Background: an optimization exercise with open tools, aiming at small area, a short achievable clock period and few clock cycles per item. Do not read the settings as production practice. At most, simulation tests tie the RTL to the original design; equivalence was not proved. The RTL of run 1 was laid out without a check of its function.

==> flow/design.v (outline; a module is shown in full before it is edited, if it fits) <==
// module color_converter_gray: 14 lines
// module rgba_extract_scale: 49 lines
// module premul: 875 lines
// module prefix_add: 30 lines
// module hex_encoder: 30 lines
// module hex_chars: 26 lines
// module pxl_color_core: 99 lines
module pxl_color_core (
    input  wire         clk,
    input  wire         rst,
    input  wire         req_valid,
    output wire         req_ready,
    input  wire [4:0]   req_cmd,
    input  wire [255:0] req_data,
    output wire         rsp_valid,
    input  wire         rsp_ready,
    output wire         rsp_err,
    output wire [31:0]  rsp_r,
    output wire [31:0]  rsp_g,
    output wire [31:0]  rsp_b,
    output wire [31:0]  rsp_a,
    output wire [511:0] rsp_hex,
    output wire [6:0]   rsp_len
);
  // ...
==> flow/flow/run.sh <==
#!/bin/bash
# The standard layout, with repair_timing aiming for 17 ns of setup slack
# so that it optimises the critical paths, and
# the ports buffered with buf_2 cells; the clock period and constraints are
# the design's. Make's output goes to make.log; ORFS keeps each step's log
# under orfs/logs/.
set -euo pipefail
bash standard.sh SETUP_SLACK_MARGIN=17 "BUFFER_PORTS_ARGS=-buffer_cell sky130_fd_sc_hd__buf_2" finish > make.log 2>&1
==> flow/standard.sh <==
#!/bin/bash
# synth_recipe.tcl (not shown) runs the flow's synth.tcl, then flattens the netlist and writes it again
# the make line also repeats each setting of config.mk as NAME=value (left out here)
make -C /OpenROAD-flow-scripts/flow DESIGN_CONFIG=/design/flow/config.mk WORK_HOME=/design/flow/orfs CLKGATE_MAP_FILE= SYNTH_SCRIPT=/design/flow/synth_recipe.tcl "${@:-finish}"
==> flow/config.mk <==
export PLATFORM = sky130hd
export DESIGN_NAME = pxl_color_core
export DESIGN_NICKNAME = pxl_color_core
export VERILOG_FILES = /design/flow/design.v
export SDC_FILE = /design/flow/constraint.sdc
export NUM_CORES = 4
export LEC_CHECK = 0
export CAP_MARGIN = 20
export CORE_MARGIN = 2
export CORE_UTILIZATION = 55
export PLACE_DENSITY = 0.65
export SLEW_MARGIN = 20
==> flow/constraint.sdc <==
create_clock -name core_clock -period 24.0 [get_ports {clk}]
set_input_delay 4.8000 -clock core_clock [delete_from_list [all_inputs] [get_ports {clk}]]
set_output_delay 4.8000 -clock core_clock [all_outputs]
set_load 0.01 [all_outputs]
==> results.py, run 1 <==
metrics = {
    "clock_tree": {
        "clock_sinks": 808,
        "cts-root-buf": "clkbuf_16",
        "cts_hold_buf": 0,
    },
    "final_layout": {
        "seq_cell_count": 808,
        "final-clk-cell-share_pct": 3.94,
        "syn_to_final_growth_pct": 15.5,
        "multiInputCombCellCount": 4154,
        "final_cells": 8537,
        "n_fill_cell": 9492,
        "nClkBuffers": 119,
        "final-seq-area_sq_um": 21600,
    },
    "floorplan": {
        "dieArea_sq_um": 120000,
        "die_y_um": 346,
        "dieWidth_um": 346,
        "rows": 125,
    },
    "setup_path": {
        "cp.depth": 27,
        "worstPathMaxFanout": 8,
        "r2r_cells": 27,
        "cp_slowest_cell": "fa_1",
    },
    "detailed_routing": {
        "route.met2.wl_um": 106000,
        "antenna_left": 0,
        "top_layer": "met5",
    },
    "timing": {
        "rsz0062_at_grt": "true",
        "finalMaxSlewViolations": 0,
        "fin_skew_ps": 55.5,
        "worst_slack_ps": 16610,
    },
    "synth": {
        "syn_inst": 6285,
        "synth_cell_types": 72,
        "yosys-top-cells-count": "inv_1, fa_1, and2_1",
        "synth_top_area_share_pct": 25.1,
        "ys.flop_type": "edfxtp_1",
        "yosysMostFrequentCell": "inv_1",
    },
    "worst_hold_path": {
        "hp-start": "c1[11]$_DFFE_PP_",
        "holdPathStages": 0,
    },
    "placed_design": {
        "placed_cell_area_sq_um": 68700,
    },
    "run_status": {
        "outcome": "timing/DRC/antenna clean",
    },
    "global_route": {
        "top_usage_layer": "met2",
    },
}
==> module pxl_color_core, before the edit <==
module pxl_color_core (
    input  wire         clk,
    input  wire         rst,
    input  wire         req_valid,
    output wire         req_ready,
    input  wire [4:0]   req_cmd,
    input  wire [255:0] req_data,
    output wire         rsp_valid,
    input  wire         rsp_ready,
    output wire         rsp_err,
    output wire [31:0]  rsp_r,
    output wire [31:0]  rsp_g,
    output wire [31:0]  rsp_b,
    output wire [31:0]  rsp_a,
    output wire [511:0] rsp_hex,
    output wire [6:0]   rsp_len
);
    localparam DW = 12;
    reg          sk_v, v1, rv;
    reg [DW-1:0] sk_c, c1;
    reg [255:0]  sk_d, d1;
    reg          rsp_err_q, rsp_pm_q;
    reg [255:0]  rsp_dig_q;
    reg [5:0]    rsp_grp_q;
    reg [6:0]    rsp_len_q;
    wire rsp_free = ~rv | rsp_ready;         
    wire p1_free  = ~v1 | rsp_free;          
    assign req_ready = ~sk_v;
    wire accept   = req_valid & ~sk_v;
    wire       op  = req_cmd[4];
    wire       fam = req_cmd[3];
    wire [2:0] sz  = req_cmd[2:0];
    wire       reserved = fam ? (sz > 3'd5) : (sz > 3'd3);
    wire [15:0] gy;
    color_converter_gray u_gray (.sz (sz[1:0]), .opd (req_data[63:0]), .y16 (gy));
    wire [15:0] xr, xg, xb, xa;
    rgba_extract_scale u_rgba (.sz (sz), .opd (req_data), .r16 (xr), .g16 (xg), .b16 (xb), .a16 (xa));
    wire [63:0] chans = fam ? {xr, xg, xb, xa} : {gy, gy, gy, 16'hFFFF};
    reg [9:0] fmt;
    integer s;
    always @(*) begin
        for (s = 0; s < 10; s = s + 1)
            fmt[s] = op && (s < 6 ? (fam && sz == s) : (!fam && sz == s - 6));
    end
    wire [DW-1:0] dc = {reserved, ~op & ~reserved, fmt};
    wire [255:0]  dd = {req_data[255:64], op ? req_data[63:0] : chans};
    wire [9:0] fmt1 = c1[9:0];
    wire       pm1  = c1[10];
    wire       err1 = c1[11];
    wire [15:0] qr, qg, qb;
    premul u_pr (.c16 (d1[63:48]), .a16 (d1[15:0]), .q16 (qr));
    premul u_pg (.c16 (d1[47:32]), .a16 (d1[15:0]), .q16 (qg));
    premul u_pb (.c16 (d1[31:16]), .a16 (d1[15:0]), .q16 (qb));
    wire [255:0] hd;
    wire [5:0]   hg;
    wire [6:0]   hl;
    hex_encoder u_hex (.fmt (fmt1), .opd (d1), .dig (hd), .grp (hg), .len (hl));
    always @(posedge clk) begin
        if (rst) begin
            sk_v <= 1'b0;
            v1   <= 1'b0;
            rv   <= 1'b0;
        end else begin
            if (p1_free)
                sk_v <= 1'b0;
            else if (accept)
                sk_v <= 1'b1;
            if (p1_free)
                v1 <= sk_v | accept;
            if (rsp_free)
                rv <= v1;
        end
    end
    always @(posedge clk) begin
        if (~sk_v) begin
            sk_c <= dc;
            sk_d <= dd;
        end
        if (p1_free) begin
            c1 <= sk_v ? sk_c : dc;
            d1 <= sk_v ? sk_d : dd;
        end
        if (rsp_free) begin
            rsp_err_q <= err1;
            rsp_pm_q  <= pm1;
            rsp_dig_q <= {hd[255:64], pm1 ? {qr, qg, qb, d1[15:0]} : hd[63:0]};
            rsp_grp_q <= hg;
            rsp_len_q <= hl;
        end
    end
    assign rsp_valid = rv;
    assign rsp_err   = rsp_err_q;
    assign rsp_r     = {16'd0, rsp_dig_q[63:48] & {16{rsp_pm_q}}};
    assign rsp_g     = {16'd0, rsp_dig_q[47:32] & {16{rsp_pm_q}}};
    assign rsp_b     = {16'd0, rsp_dig_q[31:16] & {16{rsp_pm_q}}};
    assign rsp_a     = {16'd0, rsp_dig_q[15:0]  & {16{rsp_pm_q}}};
    hex_chars u_chars (.dig (rsp_dig_q), .grp (rsp_grp_q), .hex (rsp_hex));
    assign rsp_len   = rsp_len_q;
endmodule
==> inputs of run 2 (changes only) <==
==> flow/design.v (replaced) <==
module color_converter_gray (
    input  wire [1:0]  sz,        
    input  wire [63:0] opd,
    output reg  [15:0] y16
);
    always @(*) begin
        case (sz)
            2'd0:    y16 = {opd[7:0], opd[7:0]};
            2'd1:    y16 = opd[15:0];
            2'd2:    y16 = opd[31:16];
            default: y16 = opd[63:48];
        endcase
    end
endmodule
module rgba_extract_scale (
    input  wire [2:0]   sz,       
    input  wire [255:0] opd,
    output reg  [15:0]  r16,
    output reg  [15:0]  g16,
    output reg  [15:0]  b16,
    output reg  [15:0]  a16
);
    always @(*) begin
        case (sz)
            3'd0: begin   
                r16 = {8{opd[7:6]}};
                g16 = {8{opd[5:4]}};
                b16 = {8{opd[3:2]}};
                a16 = {8{opd[1:0]}};
            end
            3'd1: begin   
                r16 = {4{opd[15:12]}};
                g16 = {4{opd[11:8]}};
                b16 = {4{opd[7:4]}};
                a16 = {4{opd[3:0]}};
            end
            3'd2: begin   
                r16 = {2{opd[31:24]}};
                g16 = {2{opd[23:16]}};
                b16 = {2{opd[15:8]}};
                a16 = {2{opd[7:0]}};
            end
            3'd3: begin   
                r16 = opd[63:48];
                g16 = opd[47:32];
                b16 = opd[31:16];
                a16 = opd[15:0];
            end
            3'd4: begin   
                r16 = opd[127:112];
                g16 = opd[95:80];
                b16 = opd[63:48];
                a16 = opd[31:16];
            end
            default: begin   
                r16 = opd[255:240];
                g16 = opd[191:176];
                b16 = opd[127:112];
                a16 = opd[63:48];
            end
        endcase
    end
endmodule
module premul (
    input  wire [15:0] c16,
    input  wire [8:0]  one,      
    input  wire [8:0]  two,      
    input  wire [8:0]  neg,      
    output wire [15:0] q16
);
    wire [17:0] cx = {1'b0, c16, 1'b0};
    wire [8:0] nneg = ~neg;
    wire bp0_0 = ((one[0] & cx[1]) | (two[0] & cx[0])) ^ neg[0];
    wire bp0_1 = ((one[0] & cx[2]) | (two[0] & cx[1])) ^ neg[0];
    wire bp0_2 = ((one[0] & cx[3]) | (two[0] & cx[2])) ^ neg[0];
    wire bp0_3 = ((one[0] & cx[4]) | (two[0] & cx[3])) ^ neg[0];
    wire bp0_4 = ((one[0] & cx[5]) | (two[0] & cx[4])) ^ neg[0];
    wire bp0_5 = ((one[0] & cx[6]) | (two[0] & cx[5])) ^ neg[0];
    wire bp0_6 = ((one[0] & cx[7]) | (two[0] & cx[6])) ^ neg[0];
    wire bp0_7 = ((one[0] & cx[8]) | (two[0] & cx[7])) ^ neg[0];
    wire bp0_8 = ((one[0] & cx[9]) | (two[0] & cx[8])) ^ neg[0];
    wire bp0_9 = ((one[0] & cx[10]) | (two[0] & cx[9])) ^ neg[0];
    wire bp0_10 = ((one[0] & cx[11]) | (two[0] & cx[10])) ^ neg[0];
    wire bp0_11 = ((one[0] & cx[12]) | (two[0] & cx[11])) ^ neg[0];
    wire bp0_12 = ((one[0] & cx[13]) | (two[0] & cx[12])) ^ neg[0];
    wire bp0_13 = ((one[0] & cx[14]) | (two[0] & cx[13])) ^ neg[0];
    wire bp0_14 = ((one[0] & cx[15]) | (two[0] & cx[14])) ^ neg[0];
    wire bp0_15 = ((one[0] & cx[16]) | (two[0] & cx[15])) ^ neg[0];
    wire bp0_16 = ((one[0] & cx[17]) | (two[0] & cx[16])) ^ neg[0];
    wire bp1_0 = ((one[1] & cx[1]) | (two[1] & cx[0])) ^ neg[1];
    wire bp1_1 = ((one[1] & cx[2]) | (two[1] & cx[1])) ^ neg[1];
    wire bp1_2 = ((one[1] & cx[3]) | (two[1] & cx[2])) ^ neg[1];
    wire bp1_3 = ((one[1] & cx[4]) | (two[1] & cx[3])) ^ neg[1];
    wire bp1_4 = ((one[1] & cx[5]) | (two[1] & cx[4])) ^ neg[1];
    wire bp1_5 = ((one[1] & cx[6]) | (two[1] & cx[5])) ^ neg[1];
    wire bp1_6 = ((one[1] & cx[7]) | (two[1] & cx[6])) ^ neg[1];
    wire bp1_7 = ((one[1] & cx[8]) | (two[1] & cx[7])) ^ neg[1];
    wire bp1_8 = ((one[1] & cx[9]) | (two[1] & cx[8])) ^ neg[1];
    wire bp1_9 = ((one[1] & cx[10]) | (two[1] & cx[9])) ^ neg[1];
    wire bp1_10 = ((one[1] & cx[11]) | (two[1] & cx[10])) ^ neg[1];
    wire bp1_11 = ((one[1] & cx[12]) | (two[1] & cx[11])) ^ neg[1];
    wire bp1_12 = ((one[1] & cx[13]) | (two[1] & cx[12])) ^ neg[1];
    wire bp1_13 = ((one[1] & cx[14]) | (two[1] & cx[13])) ^ neg[1];
    wire bp1_14 = ((one[1] & cx[15]) | (two[1] & cx[14])) ^ neg[1];
    wire bp1_15 = ((one[1] & cx[16]) | (two[1] & cx[15])) ^ neg[1];
    wire bp1_16 = ((one[1] & cx[17]) | (two[1] & cx[16])) ^ neg[1];
    wire bp2_0 = ((one[2] & cx[1]) | (two[2] & cx[0])) ^ neg[2];
    wire bp2_1 = ((one[2] & cx[2]) | (two[2] & cx[1])) ^ neg[2];
    wire bp2_2 = ((one[2] & cx[3]) | (two[2] & cx[2])) ^ neg[2];
    wire bp2_3 = ((one[2] & cx[4]) | (two[2] & cx[3])) ^ neg[2];
    wire bp2_4 = ((one[2] & cx[5]) | (two[2] & cx[4])) ^ neg[2];
    wire bp2_5 = ((one[2] & cx[6]) | (two[2] & cx[5])) ^ neg[2];
    wire bp2_6 = ((one[2] & cx[7]) | (two[2] & cx[6])) ^ neg[2];
    wire bp2_7 = ((one[2] & cx[8]) | (two[2] & cx[7])) ^ neg[2];
    wire bp2_8 = ((one[2] & cx[9]) | (two[2] & cx[8])) ^ neg[2];
    wire bp2_9 = ((one[2] & cx[10]) | (two[2] & cx[9])) ^ neg[2];
    wire bp2_10 = ((one[2] & cx[11]) | (two[2] & cx[10])) ^ neg[2];
    wire bp2_11 = ((one[2] & cx[12]) | (two[2] & cx[11])) ^ neg[2];
    wire bp2_12 = ((one[2] & cx[13]) | (two[2] & cx[12])) ^ neg[2];
    wire bp2_13 = ((one[2] & cx[14]) | (two[2] & cx[13])) ^ neg[2];
    wire bp2_14 = ((one[2] & cx[15]) | (two[2] & cx[14])) ^ neg[2];
    wire bp2_15 = ((one[2] & cx[16]) | (two[2] & cx[15])) ^ neg[2];
    wire bp2_16 = ((one[2] & cx[17]) | (two[2] & cx[16])) ^ neg[2];
    wire bp3_0 = ((one[3] & cx[1]) | (two[3] & cx[0])) ^ neg[3];
    wire bp3_1 = ((one[3] & cx[2]) | (two[3] & cx[1])) ^ neg[3];
    wire bp3_2 = ((one[3] & cx[3]) | (two[3] & cx[2])) ^ neg[3];
    wire bp3_3 = ((one[3] & cx[4]) | (two[3] & cx[3])) ^ neg[3];
    wire bp3_4 = ((one[3] & cx[5]) | (two[3] & cx[4])) ^ neg[3];
    wire bp3_5 = ((one[3] & cx[6]) | (two[3] & cx[5])) ^ neg[3];
    wire bp3_6 = ((one[3] & cx[7]) | (two[3] & cx[6])) ^ neg[3];
    wire bp3_7 = ((one[3] & cx[8]) | (two[3] & cx[7])) ^ neg[3];
    wire bp3_8 = ((one[3] & cx[9]) | (two[3] & cx[8])) ^ neg[3];
    wire bp3_9 = ((one[3] & cx[10]) | (two[3] & cx[9])) ^ neg[3];
    wire bp3_10 = ((one[3] & cx[11]) | (two[3] & cx[10])) ^ neg[3];
    wire bp3_11 = ((one[3] & cx[12]) | (two[3] & cx[11])) ^ neg[3];
    wire bp3_12 = ((one[3] & cx[13]) | (two[3] & cx[12])) ^ neg[3];
    wire bp3_13 = ((one[3] & cx[14]) | (two[3] & cx[13])) ^ neg[3];
    wire bp3_14 = ((one[3] & cx[15]) | (two[3] & cx[14])) ^ neg[3];
    wire bp3_15 = ((one[3] & cx[16]) | (two[3] & cx[15])) ^ neg[3];
    wire bp3_16 = ((one[3] & cx[17]) | (two[3] & cx[16])) ^ neg[3];
    wire bp4_0 = ((one[4] & cx[1]) | (two[4] & cx[0])) ^ neg[4];
    wire bp4_1 = ((one[4] & cx[2]) | (two[4] & cx[1])) ^ neg[4];
    wire bp4_2 = ((one[4] & cx[3]) | (two[4] & cx[2])) ^ neg[4];
    wire bp4_3 = ((one[4] & cx[4]) | (two[4] & cx[3])) ^ neg[4];
    wire bp4_4 = ((one[4] & cx[5]) | (two[4] & cx[4])) ^ neg[4];
    wire bp4_5 = ((one[4] & cx[6]) | (two[4] & cx[5])) ^ neg[4];
    wire bp4_6 = ((one[4] & cx[7]) | (two[4] & cx[6])) ^ neg[4];
    wire bp4_7 = ((one[4] & cx[8]) | (two[4] & cx[7])) ^ neg[4];
    wire bp4_8 = ((one[4] & cx[9]) | (two[4] & cx[8])) ^ neg[4];
    wire bp4_9 = ((one[4] & cx[10]) | (two[4] & cx[9])) ^ neg[4];
    wire bp4_10 = ((one[4] & cx[11]) | (two[4] & cx[10])) ^ neg[4];
    wire bp4_11 = ((one[4] & cx[12]) | (two[4] & cx[11])) ^ neg[4];
    wire bp4_12 = ((one[4] & cx[13]) | (two[4] & cx[12])) ^ neg[4];
    wire bp4_13 = ((one[4] & cx[14]) | (two[4] & cx[13])) ^ neg[4];
    wire bp4_14 = ((one[4] & cx[15]) | (two[4] & cx[14])) ^ neg[4];
    wire bp4_15 = ((one[4] & cx[16]) | (two[4] & cx[15])) ^ neg[4];
    wire bp4_16 = ((one[4] & cx[17]) | (two[4] & cx[16])) ^ neg[4];
    wire bp5_0 = ((one[5] & cx[1]) | (two[5] & cx[0])) ^ neg[5];
    wire bp5_1 = ((one[5] & cx[2]) | (two[5] & cx[1])) ^ neg[5];
    wire bp5_2 = ((one[5] & cx[3]) | (two[5] & cx[2])) ^ neg[5];
    wire bp5_3 = ((one[5] & cx[4]) | (two[5] & cx[3])) ^ neg[5];
    wire bp5_4 = ((one[5] & cx[5]) | (two[5] & cx[4])) ^ neg[5];
    wire bp5_5 = ((one[5] & cx[6]) | (two[5] & cx[5])) ^ neg[5];
    wire bp5_6 = ((one[5] & cx[7]) | (two[5] & cx[6])) ^ neg[5];
    wire bp5_7 = ((one[5] & cx[8]) | (two[5] & cx[7])) ^ neg[5];
    wire bp5_8 = ((one[5] & cx[9]) | (two[5] & cx[8])) ^ neg[5];
    wire bp5_9 = ((one[5] & cx[10]) | (two[5] & cx[9])) ^ neg[5];
    wire bp5_10 = ((one[5] & cx[11]) | (two[5] & cx[10])) ^ neg[5];
    wire bp5_11 = ((one[5] & cx[12]) | (two[5] & cx[11])) ^ neg[5];
    wire bp5_12 = ((one[5] & cx[13]) | (two[5] & cx[12])) ^ neg[5];
    wire bp5_13 = ((one[5] & cx[14]) | (two[5] & cx[13])) ^ neg[5];
    wire bp5_14 = ((one[5] & cx[15]) | (two[5] & cx[14])) ^ neg[5];
    wire bp5_15 = ((one[5] & cx[16]) | (two[5] & cx[15])) ^ neg[5];
    wire bp5_16 = ((one[5] & cx[17]) | (two[5] & cx[16])) ^ neg[5];
    wire bp6_0 = ((one[6] & cx[1]) | (two[6] & cx[0])) ^ neg[6];
    wire bp6_1 = ((one[6] & cx[2]) | (two[6] & cx[1])) ^ neg[6];
    wire bp6_2 = ((one[6] & cx[3]) | (two[6] & cx[2])) ^ neg[6];
    wire bp6_3 = ((one[6] & cx[4]) | (two[6] & cx[3])) ^ neg[6];
    wire bp6_4 = ((one[6] & cx[5]) | (two[6] & cx[4])) ^ neg[6];
    wire bp6_5 = ((one[6] & cx[6]) | (two[6] & cx[5])) ^ neg[6];
    wire bp6_6 = ((one[6] & cx[7]) | (two[6] & cx[6])) ^ neg[6];
    wire bp6_7 = ((one[6] & cx[8]) | (two[6] & cx[7])) ^ neg[6];
    wire bp6_8 = ((one[6] & cx[9]) | (two[6] & cx[8])) ^ neg[6];
    wire bp6_9 = ((one[6] & cx[10]) | (two[6] & cx[9])) ^ neg[6];
    wire bp6_10 = ((one[6] & cx[11]) | (two[6] & cx[10])) ^ neg[6];
    wire bp6_11 = ((one[6] & cx[12]) | (two[6] & cx[11])) ^ neg[6];
    wire bp6_12 = ((one[6] & cx[13]) | (two[6] & cx[12])) ^ neg[6];
    wire bp6_13 = ((one[6] & cx[14]) | (two[6] & cx[13])) ^ neg[6];
    wire bp6_14 = ((one[6] & cx[15]) | (two[6] & cx[14])) ^ neg[6];
    wire bp6_15 = ((one[6] & cx[16]) | (two[6] & cx[15])) ^ neg[6];
    wire bp6_16 = ((one[6] & cx[17]) | (two[6] & cx[16])) ^ neg[6];
    wire bp7_0 = ((one[7] & cx[1]) | (two[7] & cx[0])) ^ neg[7];
    wire bp7_1 = ((one[7] & cx[2]) | (two[7] & cx[1])) ^ neg[7];
    wire bp7_2 = ((one[7] & cx[3]) | (two[7] & cx[2])) ^ neg[7];
    wire bp7_3 = ((one[7] & cx[4]) | (two[7] & cx[3])) ^ neg[7];
    wire bp7_4 = ((one[7] & cx[5]) | (two[7] & cx[4])) ^ neg[7];
    wire bp7_5 = ((one[7] & cx[6]) | (two[7] & cx[5])) ^ neg[7];
    wire bp7_6 = ((one[7] & cx[7]) | (two[7] & cx[6])) ^ neg[7];
    wire bp7_7 = ((one[7] & cx[8]) | (two[7] & cx[7])) ^ neg[7];
    wire bp7_8 = ((one[7] & cx[9]) | (two[7] & cx[8])) ^ neg[7];
    wire bp7_9 = ((one[7] & cx[10]) | (two[7] & cx[9])) ^ neg[7];
    wire bp7_10 = ((one[7] & cx[11]) | (two[7] & cx[10])) ^ neg[7];
    wire bp7_11 = ((one[7] & cx[12]) | (two[7] & cx[11])) ^ neg[7];
    wire bp7_12 = ((one[7] & cx[13]) | (two[7] & cx[12])) ^ neg[7];
    wire bp7_13 = ((one[7] & cx[14]) | (two[7] & cx[13])) ^ neg[7];
    wire bp7_14 = ((one[7] & cx[15]) | (two[7] & cx[14])) ^ neg[7];
    wire bp7_15 = ((one[7] & cx[16]) | (two[7] & cx[15])) ^ neg[7];
    wire bp7_16 = ((one[7] & cx[17]) | (two[7] & cx[16])) ^ neg[7];
    wire bp8_0 = one[8] & c16[0];
    wire bp8_1 = one[8] & c16[1];
    wire bp8_2 = one[8] & c16[2];
    wire bp8_3 = one[8] & c16[3];
    wire bp8_4 = one[8] & c16[4];
    wire bp8_5 = one[8] & c16[5];
    wire bp8_6 = one[8] & c16[6];
    wire bp8_7 = one[8] & c16[7];
    wire bp8_8 = one[8] & c16[8];
    wire bp8_9 = one[8] & c16[9];
    wire bp8_10 = one[8] & c16[10];
    wire bp8_11 = one[8] & c16[11];
    wire bp8_12 = one[8] & c16[12];
    wire bp8_13 = one[8] & c16[13];
    wire bp8_14 = one[8] & c16[14];
    wire bp8_15 = one[8] & c16[15];
    wire n1, n2, n3, n4, n5, n6, n7, n8, n9, n10, n11, n12, n13, n14, n15, n16, n17, n18, n19, n20, n21, n22, n23, n24, n25, n26, n27, n28, n29, n30, n31, n32, n33, n34, n35, n36, n37, n38, n39, n40, n41, n42, n43, n44, n45, n46, n47, n48, n49, n50, n51, n52, n53, n54, n55, n56, n57, n58, n59, n60, n61, n62, n63, n64, n65, n66, n67, n68, n69, n70, n71, n72, n73, n74, n75, n76, n77, n78, n79, n80, n81, n82, n83, n84, n85, n86, n87, n88, n89, n90, n91, n92, n93, n94, n95, n96, n97, n98, n99, n100, n101, n102, n103, n104, n105, n106, n107, n108, n109, n110, n111, n112, n113, n114, n115, n116, n117, n118, n119, n120, n121, n122, n123, n124, n125, n126, n127, n128, n129, n130, n131, n132, n133, n134, n135, n136, n137, n138, n139, n140, n141, n142, n143, n144, n145, n146, n147, n148, n149, n150, n151, n152, n153, n154, n155, n156, n157, n158, n159, n160, n161, n162, n163, n164, n165, n166, n167, n168, n169, n170, n171, n172, n173, n174, n175, n176, n177, n178, n179, n180, n181, n182, n183, n184, n185, n186, n187, n188, n189, n190, n191, n192, n193, n194, n195, n196, n197, n198, n199, n200, n201, n202, n203, n204, n205, n206, n207, n208, n209, n210, n211, n212, n213, n214, n215, n216, n217, n218, n219, n220, n221, n222, n223, n224, n225, n226, n227, n228, n229, n230, n231, n232, n233, n234, n235, n236, n237, n238, n239, n240, n241, n242, n243, n244, n245, n246, n247, n248, n249, n250, n251, n252, n253, n254, n255, n256, n257, n258, n259, n260, n261, n262, n263, n264, n265, n266, n267, n268, n269, n270, n271, n272, n273, n274, n275, n276, n277, n278, n279, n280, n281, n282, n283, n284, n285, n286, n287, n288, n289, n290, n291, n292, n293, n294, n295, n296, n297, n298, n299, n300, n301, n302, n303, n304, n305, n306, n307, n308, n309, n310, n311, n312, n313, n314, n315, n316, n317, n318, n319, n320, n321, n322, n323, n324, n325, n326, n327, n328, n329, n330, n331, n332, n333, n334, n335, n336, n337, n338, n339, n340, n341, n342, n343, n344, n345, n346, n347, n348, n349, n350, n351, n352, n353, n354, n355, n356, n357, n358, n359, n360, n361, n362, n363, n364, n365, n366, n367, n368, n369, n370, n371, n372, n373, n374, n375, n376, n377, n378, n379, n380, n381, n382, n383, n384, n385, n386, n387, n388, n389, n390, n391, n392, n393, n394;
    wire [47:0] ra, rb;
    assign n1 = bp0_10 ^ bp1_8;
    assign n2 = bp0_10 & bp1_8;
    assign n3 = bp0_11 ^ bp1_9;
    assign n4 = bp0_11 & bp1_9;
    assign n5 = bp0_12 ^ bp1_10 ^ bp2_8;
    assign n6 = (bp0_12 & bp1_10) | (bp0_12 & bp2_8) | (bp1_10 & bp2_8);
    assign n7 = bp3_6 ^ bp4_4;
    assign n8 = bp3_6 & bp4_4;
    assign n9 = bp0_13 ^ bp1_11 ^ bp2_9;
    assign n10 = (bp0_13 & bp1_11) | (bp0_13 & bp2_9) | (bp1_11 & bp2_9);
    assign n11 = bp3_7 ^ bp4_5;
    assign n12 = bp3_7 & bp4_5;
    assign n13 = bp0_14 ^ bp1_12 ^ bp2_10;
    assign n14 = (bp0_14 & bp1_12) | (bp0_14 & bp2_10) | (bp1_12 & bp2_10);
    assign n15 = bp3_8 ^ bp4_6 ^ bp5_4;
    assign n16 = (bp3_8 & bp4_6) | (bp3_8 & bp5_4) | (bp4_6 & bp5_4);
    assign n17 = bp6_2 ^ bp7_0;
    assign n18 = bp6_2 & bp7_0;
    assign n19 = bp0_15 ^ bp1_13 ^ bp2_11;
    assign n20 = (bp0_15 & bp1_13) | (bp0_15 & bp2_11) | (bp1_13 & bp2_11);
    assign n21 = bp3_9 ^ bp4_7 ^ bp5_5;
    assign n22 = (bp3_9 & bp4_7) | (bp3_9 & bp5_5) | (bp4_7 & bp5_5);
    assign n23 = bp6_3 ^ bp7_1;
    assign n24 = bp6_3 & bp7_1;
    assign n25 = bp0_16 ^ bp1_14 ^ bp2_12;
    assign n26 = (bp0_16 & bp1_14) | (bp0_16 & bp2_12) | (bp1_14 & bp2_12);
    assign n27 = bp3_10 ^ bp4_8 ^ bp5_6;
    assign n28 = (bp3_10 & bp4_8) | (bp3_10 & bp5_6) | (bp4_8 & bp5_6);
    assign n29 = bp6_4 ^ bp7_2 ^ bp8_0;
    assign n30 = (bp6_4 & bp7_2) | (bp6_4 & bp8_0) | (bp7_2 & bp8_0);
    assign n31 = bp1_15 ^ bp2_13 ^ bp3_11;
    assign n32 = (bp1_15 & bp2_13) | (bp1_15 & bp3_11) | (bp2_13 & bp3_11);
    assign n33 = bp4_9 ^ bp5_7 ^ bp6_5;
    assign n34 = (bp4_9 & bp5_7) | (bp4_9 & bp6_5) | (bp5_7 & bp6_5);
    assign n35 = bp7_3 ^ bp8_1 ^ neg[0];
    assign n36 = (bp7_3 & bp8_1) | (bp7_3 & neg[0]) | (bp8_1 & neg[0]);
    assign n37 = bp1_16 ^ bp2_14 ^ bp3_12;
    assign n38 = (bp1_16 & bp2_14) | (bp1_16 & bp3_12) | (bp2_14 & bp3_12);
    assign n39 = bp4_10 ^ bp5_8 ^ bp6_6;
    assign n40 = (bp4_10 & bp5_8) | (bp4_10 & bp6_6) | (bp5_8 & bp6_6);
    assign n41 = bp7_4 ^ bp8_2 ^ neg[0];
    assign n42 = (bp7_4 & bp8_2) | (bp7_4 & neg[0]) | (bp8_2 & neg[0]);
    assign n43 = nneg[1] ^ bp2_15 ^ bp3_13;
    assign n44 = (nneg[1] & bp2_15) | (nneg[1] & bp3_13) | (bp2_15 & bp3_13);
    assign n45 = bp4_11 ^ bp5_9 ^ bp6_7;
    assign n46 = (bp4_11 & bp5_9) | (bp4_11 & bp6_7) | (bp5_9 & bp6_7);
    assign n47 = bp7_5 ^ bp8_3 ^ nneg[0];
    assign n48 = (bp7_5 & bp8_3) | (bp7_5 & nneg[0]) | (bp8_3 & nneg[0]);
    assign n49 = bp2_16 ^ bp3_14 ^ bp4_12;
    assign n50 = (bp2_16 & bp3_14) | (bp2_16 & bp4_12) | (bp3_14 & bp4_12);
    assign n51 = bp5_10 ^ bp6_8 ^ bp7_6;
    assign n52 = (bp5_10 & bp6_8) | (bp5_10 & bp7_6) | (bp6_8 & bp7_6);
    assign n53 = bp8_4 ^ 1'b1;
    assign n54 = bp8_4 & 1'b1;
    assign n55 = nneg[2] ^ bp3_15 ^ bp4_13;
    assign n56 = (nneg[2] & bp3_15) | (nneg[2] & bp4_13) | (bp3_15 & bp4_13);
    assign n57 = bp5_11 ^ bp6_9 ^ bp7_7;
    assign n58 = (bp5_11 & bp6_9) | (bp5_11 & bp7_7) | (bp6_9 & bp7_7);
    assign n59 = bp3_16 ^ bp4_14 ^ bp5_12;
    assign n60 = (bp3_16 & bp4_14) | (bp3_16 & bp5_12) | (bp4_14 & bp5_12);
    assign n61 = bp6_10 ^ bp7_8;
    assign n62 = bp6_10 & bp7_8;
    assign n63 = nneg[3] ^ bp4_15 ^ bp5_13;
    assign n64 = (nneg[3] & bp4_15) | (nneg[3] & bp5_13) | (bp4_15 & bp5_13);
    assign n65 = bp4_16 ^ bp5_14;
    assign n66 = bp4_16 & bp5_14;
    assign n67 = bp0_6 ^ bp1_4;
    assign n68 = bp0_6 & bp1_4;
    assign n69 = bp0_7 ^ bp1_5;
    assign n70 = bp0_7 & bp1_5;
    assign n71 = bp0_8 ^ bp1_6 ^ bp2_4;
    assign n72 = (bp0_8 & bp1_6) | (bp0_8 & bp2_4) | (bp1_6 & bp2_4);
    assign n73 = bp3_2 ^ bp4_0;
    assign n74 = bp3_2 & bp4_0;
    assign n75 = bp0_9 ^ bp1_7 ^ bp2_5;
    assign n76 = (bp0_9 & bp1_7) | (bp0_9 & bp2_5) | (bp1_7 & bp2_5);
    assign n77 = bp3_3 ^ bp4_1;
    assign n78 = bp3_3 & bp4_1;
    assign n79 = n1 ^ bp2_6 ^ bp3_4;
    assign n80 = (n1 & bp2_6) | (n1 & bp3_4) | (bp2_6 & bp3_4);
    assign n81 = bp4_2 ^ bp5_0 ^ neg[5];
    assign n82 = (bp4_2 & bp5_0) | (bp4_2 & neg[5]) | (bp5_0 & neg[5]);
    assign n83 = n2 ^ n3 ^ bp2_7;
    assign n84 = (n2 & n3) | (n2 & bp2_7) | (n3 & bp2_7);
    assign n85 = bp3_5 ^ bp4_3 ^ bp5_1;
    assign n86 = (bp3_5 & bp4_3) | (bp3_5 & bp5_1) | (bp4_3 & bp5_1);
    assign n87 = n4 ^ n5 ^ n7;
    assign n88 = (n4 & n5) | (n4 & n7) | (n5 & n7);
    assign n89 = bp5_2 ^ bp6_0 ^ neg[6];
    assign n90 = (bp5_2 & bp6_0) | (bp5_2 & neg[6]) | (bp6_0 & neg[6]);
    assign n91 = n6 ^ n8 ^ n9;
    assign n92 = (n6 & n8) | (n6 & n9) | (n8 & n9);
    assign n93 = n11 ^ bp5_3 ^ bp6_1;
    assign n94 = (n11 & bp5_3) | (n11 & bp6_1) | (bp5_3 & bp6_1);
    assign n95 = n10 ^ n12 ^ n13;
    assign n96 = (n10 & n12) | (n10 & n13) | (n12 & n13);
    assign n97 = n15 ^ n17 ^ neg[7];
    assign n98 = (n15 & n17) | (n15 & neg[7]) | (n17 & neg[7]);
    assign n99 = n14 ^ n16 ^ n18;
    assign n100 = (n14 & n16) | (n14 & n18) | (n16 & n18);
    assign n101 = n19 ^ n21 ^ n23;
    assign n102 = (n19 & n21) | (n19 & n23) | (n21 & n23);
    assign n103 = n20 ^ n22 ^ n24;
    assign n104 = (n20 & n22) | (n20 & n24) | (n22 & n24);
    assign n105 = n25 ^ n27 ^ n29;
    assign n106 = (n25 & n27) | (n25 & n29) | (n27 & n29);
    assign n107 = n26 ^ n28 ^ n30;
    assign n108 = (n26 & n28) | (n26 & n30) | (n28 & n30);
    assign n109 = n31 ^ n33 ^ n35;
    assign n110 = (n31 & n33) | (n31 & n35) | (n33 & n35);
    assign n111 = n32 ^ n34 ^ n36;
    assign n112 = (n32 & n34) | (n32 & n36) | (n34 & n36);
    assign n113 = n37 ^ n39 ^ n41;
    assign n114 = (n37 & n39) | (n37 & n41) | (n39 & n41);
    assign n115 = n38 ^ n40 ^ n42;
    assign n116 = (n38 & n40) | (n38 & n42) | (n40 & n42);
    assign n117 = n43 ^ n45 ^ n47;
    assign n118 = (n43 & n45) | (n43 & n47) | (n45 & n47);
    assign n119 = n44 ^ n46 ^ n48;
    assign n120 = (n44 & n46) | (n44 & n48) | (n46 & n48);
    assign n121 = n49 ^ n51 ^ n53;
    assign n122 = (n49 & n51) | (n49 & n53) | (n51 & n53);
    assign n123 = n50 ^ n52 ^ n54;
    assign n124 = (n50 & n52) | (n50 & n54) | (n52 & n54);
    assign n125 = n55 ^ n57 ^ bp8_5;
    assign n126 = (n55 & n57) | (n55 & bp8_5) | (n57 & bp8_5);
    assign n127 = n56 ^ n58 ^ n59;
    assign n128 = (n56 & n58) | (n56 & n59) | (n58 & n59);
    assign n129 = n61 ^ bp8_6 ^ 1'b1;
    assign n130 = (n61 & bp8_6) | (n61 & 1'b1) | (bp8_6 & 1'b1);
    assign n131 = n60 ^ n62 ^ n63;
    assign n132 = (n60 & n62) | (n60 & n63) | (n62 & n63);
    assign n133 = bp6_11 ^ bp7_9 ^ bp8_7;
    assign n134 = (bp6_11 & bp7_9) | (bp6_11 & bp8_7) | (bp7_9 & bp8_7);
    assign n135 = n64 ^ n65 ^ bp6_12;
    assign n136 = (n64 & n65) | (n64 & bp6_12) | (n65 & bp6_12);
    assign n137 = bp7_10 ^ bp8_8 ^ 1'b1;
    assign n138 = (bp7_10 & bp8_8) | (bp7_10 & 1'b1) | (bp8_8 & 1'b1);
    assign n139 = n66 ^ nneg[4] ^ bp5_15;
    assign n140 = (n66 & nneg[4]) | (n66 & bp5_15) | (nneg[4] & bp5_15);
    assign n141 = bp6_13 ^ bp7_11 ^ bp8_9;
    assign n142 = (bp6_13 & bp7_11) | (bp6_13 & bp8_9) | (bp7_11 & bp8_9);
    assign n143 = bp5_16 ^ bp6_14 ^ bp7_12;
    assign n144 = (bp5_16 & bp6_14) | (bp5_16 & bp7_12) | (bp6_14 & bp7_12);
    assign n145 = bp8_10 ^ 1'b1;
    assign n146 = bp8_10 & 1'b1;
    assign n147 = nneg[5] ^ bp6_15 ^ bp7_13;
    assign n148 = (nneg[5] & bp6_15) | (nneg[5] & bp7_13) | (bp6_15 & bp7_13);
    assign n149 = bp6_16 ^ bp7_14;
    assign n150 = bp6_16 & bp7_14;
    assign n151 = bp0_4 ^ bp1_2;
    assign n152 = bp0_4 & bp1_2;
    assign n153 = bp0_5 ^ bp1_3;
    assign n154 = bp0_5 & bp1_3;
    assign n155 = n67 ^ bp2_2 ^ bp3_0;
    assign n156 = (n67 & bp2_2) | (n67 & bp3_0) | (bp2_2 & bp3_0);
    assign n157 = n68 ^ n69 ^ bp2_3;
    assign n158 = (n68 & n69) | (n68 & bp2_3) | (n69 & bp2_3);
    assign n159 = n70 ^ n71 ^ n73;
    assign n160 = (n70 & n71) | (n70 & n73) | (n71 & n73);
    assign n161 = n72 ^ n74 ^ n75;
    assign n162 = (n72 & n74) | (n72 & n75) | (n74 & n75);
    assign n163 = n76 ^ n78 ^ n79;
    assign n164 = (n76 & n78) | (n76 & n79) | (n78 & n79);
    assign n165 = n80 ^ n82 ^ n83;
    assign n166 = (n80 & n82) | (n80 & n83) | (n82 & n83);
    assign n167 = n84 ^ n86 ^ n87;
    assign n168 = (n84 & n86) | (n84 & n87) | (n86 & n87);
    assign n169 = n88 ^ n90 ^ n91;
    assign n170 = (n88 & n90) | (n88 & n91) | (n90 & n91);
    assign n171 = n92 ^ n94 ^ n95;
    assign n172 = (n92 & n94) | (n92 & n95) | (n94 & n95);
    assign n173 = n96 ^ n98 ^ n99;
    assign n174 = (n96 & n98) | (n96 & n99) | (n98 & n99);
    assign n175 = n100 ^ n102 ^ n103;
    assign n176 = (n100 & n102) | (n100 & n103) | (n102 & n103);
    assign n177 = n104 ^ n106 ^ n107;
    assign n178 = (n104 & n106) | (n104 & n107) | (n106 & n107);
    assign n179 = n108 ^ n110 ^ n111;
    assign n180 = (n108 & n110) | (n108 & n111) | (n110 & n111);
    assign n181 = n112 ^ n114 ^ n115;
    assign n182 = (n112 & n114) | (n112 & n115) | (n114 & n115);
    assign n183 = n116 ^ n118 ^ n119;
    assign n184 = (n116 & n118) | (n116 & n119) | (n118 & n119);
    assign n185 = n120 ^ n122 ^ n123;
    assign n186 = (n120 & n122) | (n120 & n123) | (n122 & n123);
    assign n187 = n124 ^ n126 ^ n127;
    assign n188 = (n124 & n126) | (n124 & n127) | (n126 & n127);
    assign n189 = n128 ^ n130 ^ n131;
    assign n190 = (n128 & n130) | (n128 & n131) | (n130 & n131);
    assign n191 = n132 ^ n134 ^ n135;
    assign n192 = (n132 & n134) | (n132 & n135) | (n134 & n135);
    assign n193 = n136 ^ n138 ^ n139;
    assign n194 = (n136 & n138) | (n136 & n139) | (n138 & n139);
    assign n195 = n140 ^ n142 ^ n143;
    assign n196 = (n140 & n142) | (n140 & n143) | (n142 & n143);
    assign n197 = n144 ^ n146 ^ n147;
    assign n198 = (n144 & n146) | (n144 & n147) | (n146 & n147);
    assign n199 = n148 ^ n149 ^ bp8_12;
    assign n200 = (n148 & n149) | (n148 & bp8_12) | (n149 & bp8_12);
    assign n201 = n150 ^ nneg[6] ^ bp7_15;
    assign n202 = (n150 & nneg[6]) | (n150 & bp7_15) | (nneg[6] & bp7_15);
    assign n203 = bp7_16 ^ bp8_14;
    assign n204 = bp7_16 & bp8_14;
    assign n205 = bp0_0 ^ neg[0];
    assign n206 = bp0_0 & neg[0];
    assign n207 = bp0_2 ^ bp1_0;
    assign n208 = bp0_2 & bp1_0;
    assign n209 = bp0_3 ^ bp1_1;
    assign n210 = bp0_3 & bp1_1;
    assign n211 = n151 ^ bp2_0 ^ neg[2];
    assign n212 = (n151 & bp2_0) | (n151 & neg[2]) | (bp2_0 & neg[2]);
    assign n213 = n152 ^ n153 ^ bp2_1;
    assign n214 = (n152 & n153) | (n152 & bp2_1) | (n153 & bp2_1);
    assign n215 = n154 ^ n155 ^ neg[3];
    assign n216 = (n154 & n155) | (n154 & neg[3]) | (n155 & neg[3]);
    assign n217 = n156 ^ n157 ^ bp3_1;
    assign n218 = (n156 & n157) | (n156 & bp3_1) | (n157 & bp3_1);
    assign n219 = n158 ^ n159 ^ neg[4];
    assign n220 = (n158 & n159) | (n158 & neg[4]) | (n159 & neg[4]);
    assign n221 = n160 ^ n161 ^ n77;
    assign n222 = (n160 & n161) | (n160 & n77) | (n161 & n77);
    assign n223 = n162 ^ n163 ^ n81;
    assign n224 = (n162 & n163) | (n162 & n81) | (n163 & n81);
    assign n225 = n164 ^ n165 ^ n85;
    assign n226 = (n164 & n165) | (n164 & n85) | (n165 & n85);
    assign n227 = n166 ^ n167 ^ n89;
    assign n228 = (n166 & n167) | (n166 & n89) | (n167 & n89);
    assign n229 = n168 ^ n169 ^ n93;
    assign n230 = (n168 & n169) | (n168 & n93) | (n169 & n93);
    assign n231 = n170 ^ n171 ^ n97;
    assign n232 = (n170 & n171) | (n170 & n97) | (n171 & n97);
    assign n233 = n172 ^ n173 ^ n101;
    assign n234 = (n172 & n173) | (n172 & n101) | (n173 & n101);
    assign n235 = n174 ^ n175 ^ n105;
    assign n236 = (n174 & n175) | (n174 & n105) | (n175 & n105);
    assign n237 = n176 ^ n177 ^ n109;
    assign n238 = (n176 & n177) | (n176 & n109) | (n177 & n109);
    assign n239 = n178 ^ n179 ^ n113;
    assign n240 = (n178 & n179) | (n178 & n113) | (n179 & n113);
    assign n241 = n180 ^ n181 ^ n117;
    assign n242 = (n180 & n181) | (n180 & n117) | (n181 & n117);
    assign n243 = n182 ^ n183 ^ n121;
    assign n244 = (n182 & n183) | (n182 & n121) | (n183 & n121);
    assign n245 = n184 ^ n185 ^ n125;
    assign n246 = (n184 & n185) | (n184 & n125) | (n185 & n125);
    assign n247 = n186 ^ n187 ^ n129;
    assign n248 = (n186 & n187) | (n186 & n129) | (n187 & n129);
    assign n249 = n188 ^ n189 ^ n133;
    assign n250 = (n188 & n189) | (n188 & n133) | (n189 & n133);
    assign n251 = n190 ^ n191 ^ n137;
    assign n252 = (n190 & n191) | (n190 & n137) | (n191 & n137);
    assign n253 = n192 ^ n193 ^ n141;
    assign n254 = (n192 & n193) | (n192 & n141) | (n193 & n141);
    assign n255 = n194 ^ n195 ^ n145;
    assign n256 = (n194 & n195) | (n194 & n145) | (n195 & n145);
    assign n257 = n196 ^ n197 ^ bp8_11;
    assign n258 = (n196 & n197) | (n196 & bp8_11) | (n197 & bp8_11);
    assign n259 = n198 ^ n199 ^ 1'b1;
    assign n260 = (n198 & n199) | (n198 & 1'b1) | (n199 & 1'b1);
    assign n261 = n200 ^ n201 ^ bp8_13;
    assign n262 = (n200 & n201) | (n200 & bp8_13) | (n201 & bp8_13);
    assign n263 = n202 ^ n203 ^ 1'b1;
    assign n264 = (n202 & n203) | (n202 & 1'b1) | (n203 & 1'b1);
    assign n265 = n204 ^ nneg[7] ^ bp8_15;
    assign n266 = (n204 & nneg[7]) | (n204 & bp8_15) | (nneg[7] & bp8_15);
    assign n267 = n234 ^ n235;
    assign n268 = n234 & n235;
    assign n269 = n236 ^ n237 ^ n206;
    assign n270 = (n236 & n237) | (n236 & n206) | (n237 & n206);
    assign n271 = n238 ^ n239 ^ n207;
    assign n272 = (n238 & n239) | (n238 & n207) | (n239 & n207);
    assign n273 = n240 ^ n241 ^ n208;
    assign n274 = (n240 & n241) | (n240 & n208) | (n241 & n208);
    assign n275 = n242 ^ n243 ^ n210;
    assign n276 = (n242 & n243) | (n242 & n210) | (n243 & n210);
    assign n277 = n244 ^ n245 ^ n212;
    assign n278 = (n244 & n245) | (n244 & n212) | (n245 & n212);
    assign n279 = n246 ^ n247 ^ n214;
    assign n280 = (n246 & n247) | (n246 & n214) | (n247 & n214);
    assign n281 = n248 ^ n249 ^ n216;
    assign n282 = (n248 & n249) | (n248 & n216) | (n249 & n216);
    assign n283 = n250 ^ n251 ^ n218;
    assign n284 = (n250 & n251) | (n250 & n218) | (n251 & n218);
    assign n285 = n252 ^ n253 ^ n220;
    assign n286 = (n252 & n253) | (n252 & n220) | (n253 & n220);
    assign n287 = n254 ^ n255 ^ n222;
    assign n288 = (n254 & n255) | (n254 & n222) | (n255 & n222);
    assign n289 = n256 ^ n257 ^ n224;
    assign n290 = (n256 & n257) | (n256 & n224) | (n257 & n224);
    assign n291 = n258 ^ n259 ^ n226;
    assign n292 = (n258 & n259) | (n258 & n226) | (n259 & n226);
    assign n293 = n260 ^ n261 ^ n228;
    assign n294 = (n260 & n261) | (n260 & n228) | (n261 & n228);
    assign n295 = n262 ^ n263 ^ n230;
    assign n296 = (n262 & n263) | (n262 & n230) | (n263 & n230);
    assign n297 = n264 ^ n265 ^ n232;
    assign n298 = (n264 & n265) | (n264 & n232) | (n265 & n232);
    assign n299 = n266 ^ 1'b1 ^ n234;
    assign n300 = (n266 & 1'b1) | (n266 & n234) | (1'b1 & n234);
    assign n301 = 1'b1 ^ n236;
    assign n302 = 1'b1 & n236;
    assign n303 = 1'b1 ^ n238;
    assign n304 = 1'b1 & n238;
    assign n305 = 1'b1 ^ n240;
    assign n306 = 1'b1 & n240;
    assign n307 = 1'b1 ^ n242;
    assign n308 = 1'b1 & n242;
    assign n309 = 1'b1 ^ n244;
    assign n310 = 1'b1 & n244;
    assign n311 = 1'b1 ^ n246;
    assign n312 = 1'b1 & n246;
    assign n313 = 1'b1 ^ n248;
    assign n314 = 1'b1 & n248;
    assign n315 = 1'b1 ^ n250;
    assign n316 = 1'b1 & n250;
    assign n317 = 1'b1 ^ n252;
    assign n318 = 1'b1 & n252;
    assign n319 = 1'b1 ^ n254;
    assign n320 = 1'b1 & n254;
    assign n321 = 1'b1 ^ n256;
    assign n322 = 1'b1 & n256;
    assign n323 = 1'b1 ^ n258;
    assign n324 = 1'b1 & n258;
    assign n325 = 1'b1 ^ n260;
    assign n326 = 1'b1 & n260;
    assign n327 = 1'b1 ^ n262;
    assign n328 = 1'b1 & n262;
    assign n329 = 1'b1 ^ n264;
    assign n330 = 1'b1 & n264;
    assign n331 = n267 ^ n205;
    assign n332 = n267 & n205;
    assign n333 = n268 ^ n269 ^ bp0_1;
    assign n334 = (n268 & n269) | (n268 & bp0_1) | (n269 & bp0_1);
    assign n335 = n270 ^ n271 ^ neg[1];
    assign n336 = (n270 & n271) | (n270 & neg[1]) | (n271 & neg[1]);
    assign n337 = n272 ^ n273 ^ n209;
    assign n338 = (n272 & n273) | (n272 & n209) | (n273 & n209);
    assign n339 = n274 ^ n275 ^ n211;
    assign n340 = (n274 & n275) | (n274 & n211) | (n275 & n211);
    assign n341 = n276 ^ n277 ^ n213;
    assign n342 = (n276 & n277) | (n276 & n213) | (n277 & n213);
    assign n343 = n278 ^ n279 ^ n215;
    assign n344 = (n278 & n279) | (n278 & n215) | (n279 & n215);
    assign n345 = n280 ^ n281 ^ n217;
    assign n346 = (n280 & n281) | (n280 & n217) | (n281 & n217);
    assign n347 = n282 ^ n283 ^ n219;
    assign n348 = (n282 & n283) | (n282 & n219) | (n283 & n219);
    assign n349 = n284 ^ n285 ^ n221;
    assign n350 = (n284 & n285) | (n284 & n221) | (n285 & n221);
    assign n351 = n286 ^ n287 ^ n223;
    assign n352 = (n286 & n287) | (n286 & n223) | (n287 & n223);
    assign n353 = n288 ^ n289 ^ n225;
    assign n354 = (n288 & n289) | (n288 & n225) | (n289 & n225);
    assign n355 = n290 ^ n291 ^ n227;
    assign n356 = (n290 & n291) | (n290 & n227) | (n291 & n227);
    assign n357 = n292 ^ n293 ^ n229;
    assign n358 = (n292 & n293) | (n292 & n229) | (n293 & n229);
    assign n359 = n294 ^ n295 ^ n231;
    assign n360 = (n294 & n295) | (n294 & n231) | (n295 & n231);
    assign n361 = n296 ^ n297 ^ n233;
    assign n362 = (n296 & n297) | (n296 & n233) | (n297 & n233);
    assign n363 = n298 ^ n299 ^ n235;
    assign n364 = (n298 & n299) | (n298 & n235) | (n299 & n235);
    assign n365 = n300 ^ n301 ^ n237;
    assign n366 = (n300 & n301) | (n300 & n237) | (n301 & n237);
    assign n367 = n302 ^ n303 ^ n239;
    assign n368 = (n302 & n303) | (n302 & n239) | (n303 & n239);
    assign n369 = n304 ^ n305 ^ n241;
    assign n370 = (n304 & n305) | (n304 & n241) | (n305 & n241);
    assign n371 = n306 ^ n307 ^ n243;
    assign n372 = (n306 & n307) | (n306 & n243) | (n307 & n243);
    assign n373 = n308 ^ n309 ^ n245;
    assign n374 = (n308 & n309) | (n308 & n245) | (n309 & n245);
    assign n375 = n310 ^ n311 ^ n247;
    assign n376 = (n310 & n311) | (n310 & n247) | (n311 & n247);
    assign n377 = n312 ^ n313 ^ n249;
    assign n378 = (n312 & n313) | (n312 & n249) | (n313 & n249);
    assign n379 = n314 ^ n315 ^ n251;
    assign n380 = (n314 & n315) | (n314 & n251) | (n315 & n251);
    assign n381 = n316 ^ n317 ^ n253;
    assign n382 = (n316 & n317) | (n316 & n253) | (n317 & n253);
    assign n383 = n318 ^ n319 ^ n255;
    assign n384 = (n318 & n319) | (n318 & n255) | (n319 & n255);
    assign n385 = n320 ^ n321 ^ n257;
    assign n386 = (n320 & n321) | (n320 & n257) | (n321 & n257);
    assign n387 = n322 ^ n323 ^ n259;
    assign n388 = (n322 & n323) | (n322 & n259) | (n323 & n259);
    assign n389 = n324 ^ n325 ^ n261;
    assign n390 = (n324 & n325) | (n324 & n261) | (n325 & n261);
    assign n391 = n326 ^ n327 ^ n263;
    assign n392 = (n326 & n327) | (n326 & n263) | (n327 & n263);
    assign n393 = n328 ^ n329 ^ n265;
    assign n394 = (n328 & n329) | (n328 & n265) | (n329 & n265);
    assign ra[0] = n205;
    assign rb[0] = 1'b1;
    assign ra[1] = n206;
    assign rb[1] = bp0_1;
    assign ra[2] = n207;
    assign rb[2] = neg[1];
    assign ra[3] = n208;
    assign rb[3] = n209;
    assign ra[4] = n210;
    assign rb[4] = n211;
    assign ra[5] = n212;
    assign rb[5] = n213;
    assign ra[6] = n214;
    assign rb[6] = n215;
    assign ra[7] = n216;
    assign rb[7] = n217;
    assign ra[8] = n218;
    assign rb[8] = n219;
    assign ra[9] = n220;
    assign rb[9] = n221;
    assign ra[10] = n222;
    assign rb[10] = n223;
    assign ra[11] = n224;
    assign rb[11] = n225;
    assign ra[12] = n226;
    assign rb[12] = n227;
    assign ra[13] = n228;
    assign rb[13] = n229;
    assign ra[14] = n230;
    assign rb[14] = n231;
    assign ra[15] = n232;
    assign rb[15] = n233;
    assign ra[16] = n331;
    assign rb[16] = 1'b1;
    assign ra[17] = n332;
    assign rb[17] = n333;
    assign ra[18] = n334;
    assign rb[18] = n335;
    assign ra[19] = n336;
    assign rb[19] = n337;
    assign ra[20] = n338;
    assign rb[20] = n339;
    assign ra[21] = n340;
    assign rb[21] = n341;
    assign ra[22] = n342;
    assign rb[22] = n343;
    assign ra[23] = n344;
    assign rb[23] = n345;
    assign ra[24] = n346;
    assign rb[24] = n347;
    assign ra[25] = n348;
    assign rb[25] = n349;
    assign ra[26] = n350;
    assign rb[26] = n351;
    assign ra[27] = n352;
    assign rb[27] = n353;
    assign ra[28] = n354;
    assign rb[28] = n355;
    assign ra[29] = n356;
    assign rb[29] = n357;
    assign ra[30] = n358;
    assign rb[30] = n359;
    assign ra[31] = n360;
    assign rb[31] = n361;
    assign ra[32] = n362;
    assign rb[32] = n363;
    assign ra[33] = n364;
    assign rb[33] = n365;
    assign ra[34] = n366;
    assign rb[34] = n367;
    assign ra[35] = n368;
    assign rb[35] = n369;
    assign ra[36] = n370;
    assign rb[36] = n371;
    assign ra[37] = n372;
    assign rb[37] = n373;
    assign ra[38] = n374;
    assign rb[38] = n375;
    assign ra[39] = n376;
    assign rb[39] = n377;
    assign ra[40] = n378;
    assign rb[40] = n379;
    assign ra[41] = n380;
    assign rb[41] = n381;
    assign ra[42] = n382;
    assign rb[42] = n383;
    assign ra[43] = n384;
    assign rb[43] = n385;
    assign ra[44] = n386;
    assign rb[44] = n387;
    assign ra[45] = n388;
    assign rb[45] = n389;
    assign ra[46] = n390;
    assign rb[46] = n391;
    assign ra[47] = n392;
    assign rb[47] = n393;
    wire [47:0] y;
    prefix_add #(.W(48), .L(6)) u_add (.a (ra), .b (rb), .ci (1'b0), .s (y), .co ());
    assign q16 = y[47:32];
endmodule
module booth_enc (
    input  wire [15:0] a16,
    output wire [8:0]  one,
    output wire [8:0]  two,
    output wire [8:0]  neg
);
    wire [18:0] ax = {2'b00, a16, 1'b0};
    genvar i;
    generate
        for (i = 0; i < 9; i = i + 1) begin : dig
            assign one[i] = ax[2*i+1] ^ ax[2*i];
            assign two[i] = (ax[2*i+2] & ~ax[2*i+1] & ~ax[2*i]) | (~ax[2*i+2] & ax[2*i+1] & ax[2*i]);
            assign neg[i] = ax[2*i+2];
        end
    endgenerate
endmodule
module prefix_add #(parameter W = 48, parameter L = 6) (
    input  wire [W-1:0] a,
    input  wire [W-1:0] b,
    input  wire         ci,
    output wire [W-1:0] s,
    output wire         co
);
    wire [W-1:0] g [0:L];
    wire [W-1:0] p [0:L];
    wire [W-1:0] h = a ^ b;
    assign g[0] = (a & b) | {{(W-1){1'b0}}, ((a[0] | b[0]) & ci)};
    assign p[0] = h;
    genvar l, i;
    generate
        for (l = 0; l < L; l = l + 1) begin : lev
            for (i = 0; i < W; i = i + 1) begin : bt
                if ((i >> l) & 1) begin : comb
                    localparam integer J = ((i >> l) << l) - 1;
                    assign g[l+1][i] = g[l][i] | (p[l][i] & g[l][J]);
                    assign p[l+1][i] = p[l][i] & p[l][J];
                end else begin : thru
                    assign g[l+1][i] = g[l][i];
                    assign p[l+1][i] = p[l][i];
                end
            end
        end
    endgenerate
    assign s  = h ^ {g[L][W-2:0], ci};
    assign co = g[L][W-1];
endmodule
module hex_encoder (
    input  wire [9:0]   fmt,
    input  wire [255:0] opd,
    output reg  [255:0] dig,
    output reg  [5:0]   grp,
    output reg  [6:0]   len
);
    integer i, s;
    always @(*) begin
        dig = 256'd0;
        grp = 6'd0;
        len = 7'd0;
        for (s = 0; s < 6; s = s + 1) begin
            if (fmt[s]) begin
                for (i = 0; i < 64; i = i + 1)
                    if (i < (2 << s))
                        dig[4*i +: 4] = dig[4*i +: 4] | opd[4*(((2 << s) - 1 - i) & 63) +: 4];
                grp = grp | ((2 << s) - 1);
                len = len | (2 << s);
            end
            if (s < 4 && fmt[6 + s]) begin
                for (i = 0; i < 64; i = i + 1)
                    if (i < (8 << s))
                        dig[4*i +: 4] = dig[4*i +: 4] | ((i < (6 << s)) ? opd[4*((2 << s) - 1 - i % (2 << s)) +: 4] : 4'hF);
                grp = grp | ((8 << s) - 1);
                len = len | (8 << s);
            end
        end
    end
endmodule
module hex_chars (
    input  wire [255:0] dig,
    input  wire [5:0]   grp,
    output reg  [511:0] hex
);
    integer i;
    reg [3:0] n;
    reg       v, m, h;
    always @(*) begin
        for (i = 0; i < 64; i = i + 1) begin
            n = dig[4*i +: 4];
            v = (i < 2) ? grp[0] : (i < 4) ? grp[1] : (i < 8) ? grp[2] :
                (i < 16) ? grp[3] : (i < 32) ? grp[4] : grp[5];
            m = (i < 16) ? v : 1'b1;
            h = n[3] & (n[2] | n[1]);
            hex[8*i + 7] = 1'b0;
            hex[8*i + 6] = m & h;
            hex[8*i + 5] = v;
            hex[8*i + 4] = v & ~h;
            hex[8*i + 3] = m & n[3] & ~h;
            hex[8*i + 2] = m & n[2] & (~n[3] | n[1] | n[0]);
            hex[8*i + 1] = m & (n[3] ? (n[2] ? ~(n[1] ^ n[0]) : (n[1] & n[0])) : n[1]);
            hex[8*i + 0] = m & (n[0] ^ h);
        end
    end
endmodule
module pxl_color_core (
    input  wire         clk,
    input  wire         rst,
    input  wire         req_valid,
    output wire         req_ready,
    input  wire [4:0]   req_cmd,
    input  wire [255:0] req_data,
    output wire         rsp_valid,
    input  wire         rsp_ready,
    output wire         rsp_err,
    output wire [31:0]  rsp_r,
    output wire [31:0]  rsp_g,
    output wire [31:0]  rsp_b,
    output wire [31:0]  rsp_a,
    output wire [511:0] rsp_hex,
    output wire [6:0]   rsp_len
);
    localparam DW = 12;
    reg          sk_v, v1, rv;
    reg [DW-1:0] sk_c, c1;
    reg [255:0]  sk_d, d1;
    reg          rsp_err_q, rsp_pm_q;
    reg [255:0]  rsp_dig_q;
    reg [5:0]    rsp_grp_q;
    reg [6:0]    rsp_len_q;
    wire rsp_free = ~rv | rsp_ready;         
    wire p1_free  = ~v1 | rsp_free;          
    assign req_ready = ~sk_v;
    wire accept   = req_valid & ~sk_v;
    wire       op  = req_cmd[4];
    wire       fam = req_cmd[3];
    wire [2:0] sz  = req_cmd[2:0];
    wire       reserved = fam ? (sz > 3'd5) : (sz > 3'd3);
    wire [15:0] gy;
    color_converter_gray u_gray (.sz (sz[1:0]), .opd (req_data[63:0]), .y16 (gy));
    wire [15:0] xr, xg, xb, xa;
    rgba_extract_scale u_rgba (.sz (sz), .opd (req_data), .r16 (xr), .g16 (xg), .b16 (xb), .a16 (xa));
    wire [63:0] chans = fam ? {xr, xg, xb, xa} : {gy, gy, gy, 16'hFFFF};
    reg [9:0] fmt;
    integer s;
    always @(*) begin
        for (s = 0; s < 10; s = s + 1)
            fmt[s] = op && (s < 6 ? (fam && sz == s) : (!fam && sz == s - 6));
    end
    wire [DW-1:0] dc = {reserved, ~op & ~reserved, fmt};
    wire [8:0] b_one, b_two, b_neg;
    booth_enc u_benc (.a16 (chans[15:0]), .one (b_one), .two (b_two), .neg (b_neg));
    wire [26:0] benc = {b_neg, b_two, b_one};
    wire [255:0]  dd = op ? req_data : {req_data[255:145], benc, benc, benc, chans};
    wire [9:0] fmt1 = c1[9:0];
    wire       pm1  = c1[10];
    wire       err1 = c1[11];
    wire [15:0] qr, qg, qb;
    premul u_pr (.c16 (d1[63:48]), .one (d1[72:64]),   .two (d1[81:73]),   .neg (d1[90:82]),   .q16 (qr));
    premul u_pg (.c16 (d1[47:32]), .one (d1[99:91]),   .two (d1[108:100]), .neg (d1[117:109]), .q16 (qg));
    premul u_pb (.c16 (d1[31:16]), .one (d1[126:118]), .two (d1[135:127]), .neg (d1[144:136]), .q16 (qb));
    wire [255:0] hd;
    wire [5:0]   hg;
    wire [6:0]   hl;
    hex_encoder u_hex (.fmt (fmt1), .opd (d1), .dig (hd), .grp (hg), .len (hl));
    always @(posedge clk) begin
        if (rst) begin
            sk_v <= 1'b0;
            v1   <= 1'b0;
            rv   <= 1'b0;
        end else begin
            if (p1_free)
                sk_v <= 1'b0;
            else if (accept)
                sk_v <= 1'b1;
            if (p1_free)
                v1 <= sk_v | accept;
            if (rsp_free)
                rv <= v1;
        end
    end
    always @(posedge clk) begin
        if (~sk_v) begin
            sk_c <= dc;
            sk_d <= dd;
        end
        if (p1_free) begin
            c1 <= sk_v ? sk_c : dc;
            d1 <= sk_v ? sk_d : dd;
        end
        if (rsp_free) begin
            rsp_err_q <= err1;
            rsp_pm_q  <= pm1;
            rsp_dig_q <= {hd[255:64], pm1 ? {qr, qg, qb, d1[15:0]} : hd[63:0]};
            rsp_grp_q <= hg;
            rsp_len_q <= hl;
        end
    end
    assign rsp_valid = rv;
    assign rsp_err   = rsp_err_q;
    assign rsp_r     = {16'd0, rsp_dig_q[63:48] & {16{rsp_pm_q}}};
    assign rsp_g     = {16'd0, rsp_dig_q[47:32] & {16{rsp_pm_q}}};
    assign rsp_b     = {16'd0, rsp_dig_q[31:16] & {16{rsp_pm_q}}};
    assign rsp_a     = {16'd0, rsp_dig_q[15:0]  & {16{rsp_pm_q}}};
    hex_chars u_chars (.dig (rsp_dig_q), .grp (rsp_grp_q), .hex (rsp_hex));
    assign rsp_len   = rsp_len_q;
endmodule
==> results.py, run 2 <==
metrics = {
    "run_status": {
        "outcome": "timing/DRC/antenna clean",
    },
    "synth": {
        "async_flop_share_pct": 0,
        "synth_top_area_share_pct": 25.7,
        "synth_area_sq_um": 62700,
        "yosys.area.top_type": "edfxtp_1",
        "ys_warn_count": 8,
        "synth.avg_cell_area_sq_um": 9.98,
        "ys_seq_area_share_pct": 34.4,
        "synth_cell_types": 82,
        "yosysMostFrequentCell": "inv_1",
        "yosys-top-cells-count": "inv_1, edfxtp_1, xnor2_1",
        "yosys-top-cells-area": "edfxtp_1, fa_1, dfxtp_1",
        "ys.flop_type": "edfxtp_1",
        "syn_inst": 6286,
        "ys_ff_latch": 808,
    },
    "setup_path": {
        "worstPathMaxFanout": 44,
        "worstPathRequired_ps": 24440,
    },
    "timing": {
        "rsz0062_at_grt": "true",
        "setup-tns-final_ps": 0,
        "fin_skew_ps": 52.9,
        "finalMaxSlewViolations": 0,
        "timing.final.crit_share_pct": 30.6,
        "worst_pin_slew_ps": 1390,
    },
    "floorplan": {
        "num_io_pins": 915,
        "dieWidth_um": 342,
        "die_y_um": 342,
        "rows": 123,
        "dieArea_sq_um": 117000,
    },
    "final_layout": {
        "n_fill_cell": 9250,
        "final_common_cell": "buf_2",
        "layout_common_cells": "buf_2, inv_1, edfxtp_1",
        "syn_to_final_growth_pct": 16.6,
        "drive_above_1_share_pct": 22.2,
    },
    "clock_tree": {
        "htreeDepth": 3,
        "cts_tree": "yes",
        "cts-root-buf": "clkbuf_16",
        "clk_path_buf_depth": 3,
        "clock_sinks": 808,
    },
    "global_route": {
        "grt-ovfl-total": 0,
        "grt_pass1_wl_um": 369000,
        "grt_pass1_vias": 51500,
    },
    "placed_design": {
        "numPortBuffers": 785,
        "placed_cell_area_sq_um": 66900,
        "gp_congestion": 1.05,
    },
    "detailed_routing": {
        "antenna_left": 0,
        "routed_via_density": 6.41,
        "first_iter_violations": 8134,
    },
    "flow_run": {
        "max_cap_viol_count": 0,
    },
}
## run 2: worst paths after layout
check | startpoint | end | slack, ps | depth (start not counted)
max | req_cmd[4] | c1[5]$_DFFE_PP_ | 16660 | 7
min | c1[11]$_DFFE_PP_ | rsp_err_q$_DFFE_PP_ | 430 | 0
max reg2reg | d1[22]$_DFFE_PP_ | rsp_dig_q[21]$_DFFE_PP_ | 16850 | 24
min reg2reg | c1[11]$_DFFE_PP_ | rsp_err_q$_DFFE_PP_ | 430 | 0
## run 2: kinds of logic after synthesis
group                    share of synthesized area (%)
AND/OR/NAND/NOR                                   7.97
buffers and inverters                             9.34
multiplexers                                      3.52
other                                          0.00598
flip-flops                                        34.4
AO/OA/AOI/OAI                                     17.7
adder cells (fa/ha/maj)                           19.7
XOR/XNOR                                          7.41
## run 2: final cells by class
class                   count  area, sq um  area share (%)
clock buffers             117         2520            3.45
repair buffers           1113         7440            10.2
inverters                 694         2640            3.60
diodes                     12         30.0          0.0411
multi-input cells        4238        36500            49.9
flip-flops and latches    808        21600            29.5
clock inverters            49          613           0.838
well taps                1500         1880            2.57
## run 2: worst max-delay path: stages
cell and delay, ps:
buf_2 180, clkinv_2 580, buf_4 490, nor2_4 500, buf_6 530, nand2_1 150
o31ai_1 470
## run 2: metal layers
layer / global-route usage [%] / vias up / routed length (um)
li1: - / 22800 / -
met1: 56.5 / 26700 / 96400
met5: 1.80 / - / 443
met2: 63.3 / 4278 / 111000
met3: 18.4 / 871 / 40600
met4: 25.0 / 22 / 17900
## run 2: metrics by stage
stage	worst slack [ps]	utilization (%)	hold slack [ps]	cells
after floorplan	14650	-	400	6414
after global placement	15580	59.3	418	8166
after detailed placement	15550	59.3	412	8169
after CTS	16940	64.0	435	8483
after global routing	16630	64.8	440	8519
final	16660	64.8	429	8531
## run 2: what timing repair did
item / in CTS / in global routing
hold endpoints to repair: 0 / 0
hold buffers: 0 / 0
setup endpoints to repair: 420 / 230
buffers inserted: 142 / 31
gates resized for setup: 154 / 150
cloned: 6 / 1
pin swaps: 17 / 21
Testbench counts of run 2, summed over its fixed seeds: cycles 9,616, items 9,600.

==> separate check: timing with driven ports <==
In the flow no input, the clock included, has a driving cell. The finished layouts below were timed again as built, in two steps.
Step 1: set_driving_cell puts a clkbuf_16 on clk and a buf_2 on each other input, an assumption about the parent block.
Step 2 also shifts input and output timing later by t, the mid clock arrival at the registers, as if the neighbouring blocks saw the same clock.
Three values: no drivers, after step 1, after step 2; two values: the first two.
run | t, ns | setup WS [ns] | hold slack, ns | worst setup path at the end | clock arrival spread, ns
run 1 | 0.754 | 16.605 / 16.605 / 16.508 | 0.425 / 0.425 / 0.425 | input to register | 0.066 / 0.065
run 2 | 0.775 | 16.661 / 16.713 / 15.938 | 0.429 / 0.429 / 0.429 | input to register | 0.058 / 0.058
After both steps setup and hold are still met in every run listed. For run 2, which loses most, drivers alone change the setup slack by +0.052 ns; drivers and shift together by -0.723 ns.
